What follows belongs to an exercise in optimizing a design on an open flow for small area; a production flow would make more cautious choices. Power and IR drop assume default switching activity.

==> flow/design.v (excerpt) <==
module hsv_cycle_core (
    input  wire        clk,
    input  wire        rst,           
    input  wire        cmd_valid,
    output wire        cmd_ready,
    input  wire [63:0] cmd_data,
    output wire        rsp_valid,
    input  wire        rsp_ready,
    output wire [63:0] rsp_data,
    output wire        chw_valid,
    input  wire        chw_ready,
    output wire [17:0] chw_data
);
    localparam [3:0] S_IDLE = 4'd0;
    localparam [3:0] S_STEP = 4'd1;    
    localparam [3:0] S_FILL = 4'd2;    
    localparam [3:0] S_DIV  = 4'd3;    
    localparam [3:0] S_LD   = 4'd4;    
    localparam [3:0] S_MUL  = 4'd5;    
    localparam [3:0] S_D1   = 4'd6;    
    localparam [3:0] S_D2   = 4'd7;    
    localparam [3:0] S_RHO  = 4'd8;    
    localparam [3:0] S_DR   = 4'd9;    
    localparam [3:0] S_DQ   = 4'd10;   
    localparam [3:0] S_CLP  = 4'd11;   
    localparam [3:0] S_SH   = 4'd12;   
    localparam [3:0] S_ACC  = 4'd13;   
    localparam [3:0] S_CHW  = 4'd14;   
    localparam [3:0] S_RSP  = 4'd15;   
    reg [3:0]  st;
    reg [4:0]  cnt;
    reg [4:0]  ph;                
    reg [1:0]  ch;
    reg        wph;               
    reg        fresh;             
    reg        post;              
    reg [1:0]  code;
    reg        inited;
    reg [2:0]  err;               
    reg [31:0] seed;              
    reg [8:0]  hue;
    reg [2:0]  stepc;
    reg [2:0]  speed;
    reg [7:0]  sat;
    reg [7:0]  val;
    reg [31:0] P;
    reg [7:0]  r8;                
    reg [7:0]  C;
    reg [2:0]  region;
    reg [2:0]  S;
    reg        cy;
    reg [1:0]  kc;
    reg        bw;
    wire [3:0] op      = cmd_data[63:60];
    wire       is_init = (op == 4'h1);
    wire       is_adv  = (op == 4'h2);
    wire       is_ns   = (op == 4'h3);
    wire       is_conv = (op == 4'h4);
    wire       is_clmp = (op == 4'h5);
    wire       is_rd   = (op == 4'h6);
    wire [3:0] n       = cmd_data[3:0];
    wire zA = ~|cmd_data[59:48];
  ...
Size: roughly 1000 cells after synthesis, roughly 150 flip-flops, ~150 I/O pins.
==> flow/config.mk <==
export PLATFORM = sky130hd
export DESIGN_NAME = hsv_cycle_core
export DESIGN_NICKNAME = hsv_cycle_core
export VERILOG_FILES = /design/flow/design.v
export SDC_FILE = /design/flow/constraint.sdc
export NUM_CORES = 4
export LEC_CHECK = 0
export CAP_MARGIN = 20
export CORE_MARGIN = 2
export CORE_UTILIZATION = 40
export CTS_BUF_LIST = sky130_fd_sc_hd__clkbuf_8
export SLEW_MARGIN = 20
==> flow/constraint.sdc <==
create_clock -name core_clock -period 120.0 [get_ports {clk}]
set_input_delay 24.0000 -clock core_clock [delete_from_list [all_inputs] [get_ports {clk}]]
set_output_delay 24.0000 -clock core_clock [all_outputs]
set_load 0.01 [all_outputs]
run.sh (not shown) runs the stock make flow with config.mk's settings and CLKGATE_MAP_FILE= SYNTH_SCRIPT=/design/flow/synth_recipe.tcl, a recipe that flattens the netlist after the stock synthesis.
Edit:
--- a/flow/design.v
+++ b/flow/design.v
@@ -128,37 +128,29 @@
             4'd7: hbit = h_src[7];
             default: hbit = h_src[8];
         endcase
     end
     wire       cbit = cmd_data[cnt];
     wire [6:0] rr   = {((cnt[3:0] == 4'd7) ? 6'd0 : C[5:0]), hbit};
     wire       q60  = rr[6] | (rr[5] & rr[4] & rr[3] & rr[2]);     
-    reg  [3:0] rq;                                                  
-    always @(*) begin
-        case (rr[6:2])
-            5'd15: rq = 4'd0;   5'd16: rq = 4'd1;   5'd17: rq = 4'd2;
-            5'd18: rq = 4'd3;   5'd19: rq = 4'd4;   5'd20: rq = 4'd5;
-            5'd21: rq = 4'd6;   5'd22: rq = 4'd7;   5'd23: rq = 4'd8;
-            5'd24: rq = 4'd9;   5'd25: rq = 4'd10;  5'd26: rq = 4'd11;
-            5'd27: rq = 4'd12;  5'd28: rq = 4'd13;  default: rq = 4'd14;
-        endcase
-    end
-    wire [6:0] rr2  = q60 ? {1'b0, rq, rr[1:0]} : rr;
     wire       in_ld  = (st == S_LD);
     wire       in_mul = (st == S_MUL);
     wire       in_d1  = (st == S_D1);
     wire       in_d2  = (st == S_D2);
     wire       do_rem = in_ld & src_w;
     wire       sel_s  = (st == S_FILL) ? n[0] : in_ld ? ~src_v : (~src_p & ~wph);
     wire [7:0] A      = sel_s ? s_src : v_src;
     wire       gate_a = (in_ld & ~src_w) | (in_mul & C[0]);
     wire [7:0] H      = P[31:24];   
-    wire [7:0] aa     = do_rem ? {C[5:0], 2'b00} :
+    wire       in_div = (st == S_DIV);
+    wire [7:0] aa     = in_div ? {1'b0, rr} :
+                        do_rem ? {C[5:0], 2'b00} :
                         (((in_mul & (cnt != 5'd0)) | in_d1 | in_d2) ? H : 8'd0);
-    wire [7:0] bb     = in_d1  ? C :
+    wire [7:0] bb     = in_div ? {q60, q60, 3'b000, q60, 2'b00} :
+                        in_d1  ? C :
                         do_rem ? {4'd0, C[5:2]} :
                         (gate_a ? A : 8'd0);
     wire       cin    = in_d1 | (in_d2 & cy);
     wire [8:0] asum   = {1'b0, aa} + {1'b0, bb} + {8'd0, cin};
     wire       inv_ld = in_ld ? (src_p | (src_w & ~region[0])) : (src_w & ~wph);
     wire [3:0] t     = cnt[3:0];
     wire       c255  = &C;
@@ -287,20 +279,20 @@
     end
     always @(posedge clk) begin
         seed <= {(st == S_STEP) ? step_bit : seed[0], seed[31:1]};
         ph   <= rst ? 5'd0 : ph + 5'd1;
     end
     wire last_ch = (ch == 2'd2);
     always @(posedge clk) begin
-        if (rst) begin
-            st     <= S_IDLE;
-            inited <= 1'b0;
-            err    <= 3'b000;
-        end else begin
+        begin
             cnt <= cnt + 5'd1;
+            C   <= {C[0], C[7:1]};
+            cy  <= (st == S_STEP) ? gbit : (st == S_DQ) ? qcy : asum[8];
+            kc  <= xs[2:1];
+            bw  <= zbw;
             case (st)
                 S_IDLE: begin
                     cnt   <= 5'd0;
                     ch    <= 2'd0;
                     wph   <= 1'b0;
                     post  <= 1'b0;
                     if (cmd_valid && (!need_ph || ph == 5'd31)) begin
@@ -338,28 +330,27 @@
                             end else begin
                                 st <= S_FILL;
                             end
                         end
                     end
                 end
                 S_STEP: begin
-                    cy <= gbit;
                     S  <= smod;
                     if (cnt == 5'd31) begin
                         if (!is_ns)
                             speed <= spd_nxt;
                         st <= is_adv ? S_ACC : S_FILL;
                     end
                 end
                 S_FILL: begin
                     if (cnt == 5'd31)
                         st <= S_ACC;
                 end
                 S_DIV: begin
-                    C      <= {1'b0, rr2};
+                    C      <= asum[7:0];
                     region <= {region[1:0], q60};
                     if (cnt == 5'd15) begin
                         cnt   <= 5'd0;
                         fresh <= 1'b1;
                         st    <= S_LD;
                     end
                 end
@@ -380,15 +371,14 @@
                 end
                 S_MUL: begin
                     C <= {asum[0], C[7:1]};
                     if (cnt == 5'd7)
                         st <= S_D1;
                 end
                 S_D1: begin
-                    cy <= asum[8];
                     st <= S_D2;
                 end
                 S_D2: begin
                     C   <= asum[7:0] ^ {8{inv_ld}};
                     cnt <= 5'd0;
                     if (src_w && !wph) begin
                         wph <= 1'b1;
@@ -400,33 +390,27 @@
                         st  <= S_LD;
                     end else begin
                         wph <= 1'b0;
                         st  <= kind_r ? S_DR : S_RHO;
                     end
                 end
                 S_RHO: begin
-                    C <= {C[0], C[7:1]};
                     S <= smod;
                     if (cnt == 5'd7) begin
                         cnt <= 5'd0;
                         st  <= S_DQ;
                     end
                 end
                 S_DR: begin
-                    C <= {C[0], C[7:1]};
                     if (cnt == 5'd15) begin
                         cnt <= 5'd0;
                         st  <= (!post && last_ch) ? S_ACC : S_SH;
                     end
                 end
                 S_DQ: begin
-                    C  <= {C[0], C[7:1]};
-                    kc <= xs[2:1];
-                    bw <= zbw;
-                    cy <= qcy;
                     if (cnt == 5'd15) begin
                         cnt <= 5'd0;
                         if (kind_b && qb)
                             st <= S_CLP;
                         else
                             st <= (!post && last_ch) ? S_ACC : S_SH;
                     end
@@ -470,14 +454,19 @@
                 S_RSP: begin
                     if (rsp_ready)
                         st <= S_IDLE;
                 end
                 default: st <= S_IDLE;
             endcase
         end
+        if (rst) begin
+            st     <= S_IDLE;
+            inited <= 1'b0;
+            err    <= 3'b000;
+        end
     end
     assign cmd_ready = (st == S_ACC);
     assign rsp_valid = (st == S_RSP);
     assign rsp_data  = {2'b00, code, 13'd0, r8, r8[7:1], P};
     assign chw_data  = {ch, 1'b0, P[14:0]};                 
     assign chw_valid = (st == S_CHW);
 endmodule
=>
- core utilization is lower by 0.27 points
- cell area is lower by 1.7%
- worst setup slack is better by 0.067 ns
- sequential share of layout area is lower by 0.90 points
- total power is lower by 0.40%
- via count is lower by 2.0%
- clock skew is higher by 0.010 ns
- die area is lower by 2.8%
- maximum frequency hardly moves
- critical path depth is higher by 1
- sequential cell count is unchanged
- routed wire length is lower by 7.2%
No functional check of the RTL was part of any run of this note.

## afterwards: timing with drivers on the ports
No port has a modelled driver above. Below, the same layouts with a new extraction and two added sets of constraints.
Step 1: set_driving_cell puts a clkbuf_16 on clk and a buf_2 on each other input, an assumption about the parent block.
Step 2 times the ports against the registers' clock, not the clock port: input delays grow and output delays shrink by t, the midpoint of the rising clock arrivals with the driver on.
Three values: ideal ports, drivers, drivers and shift; two values: the first two.
| run | t, ns | setup slack, ns | slew at the worst register clock pin (ns) | worst data-port slew with drivers (ns) | pins driven straight from the clock port |
|---|---|---|---|---|---|
| the first run | 0.504 | 90.291 / 90.316 / 89.812 | 0.10 / 0.10 | 0.05 | 1 |
| the second run | 0.504 | 90.358 / 90.371 / 89.867 | 0.11 / 0.11 | 0.06 | 1 |
After both steps setup and hold are still met in every run listed. The setup slack of the second run, which loses most, moves by +0.013 ns with the drivers and by -0.491 ns with both steps.
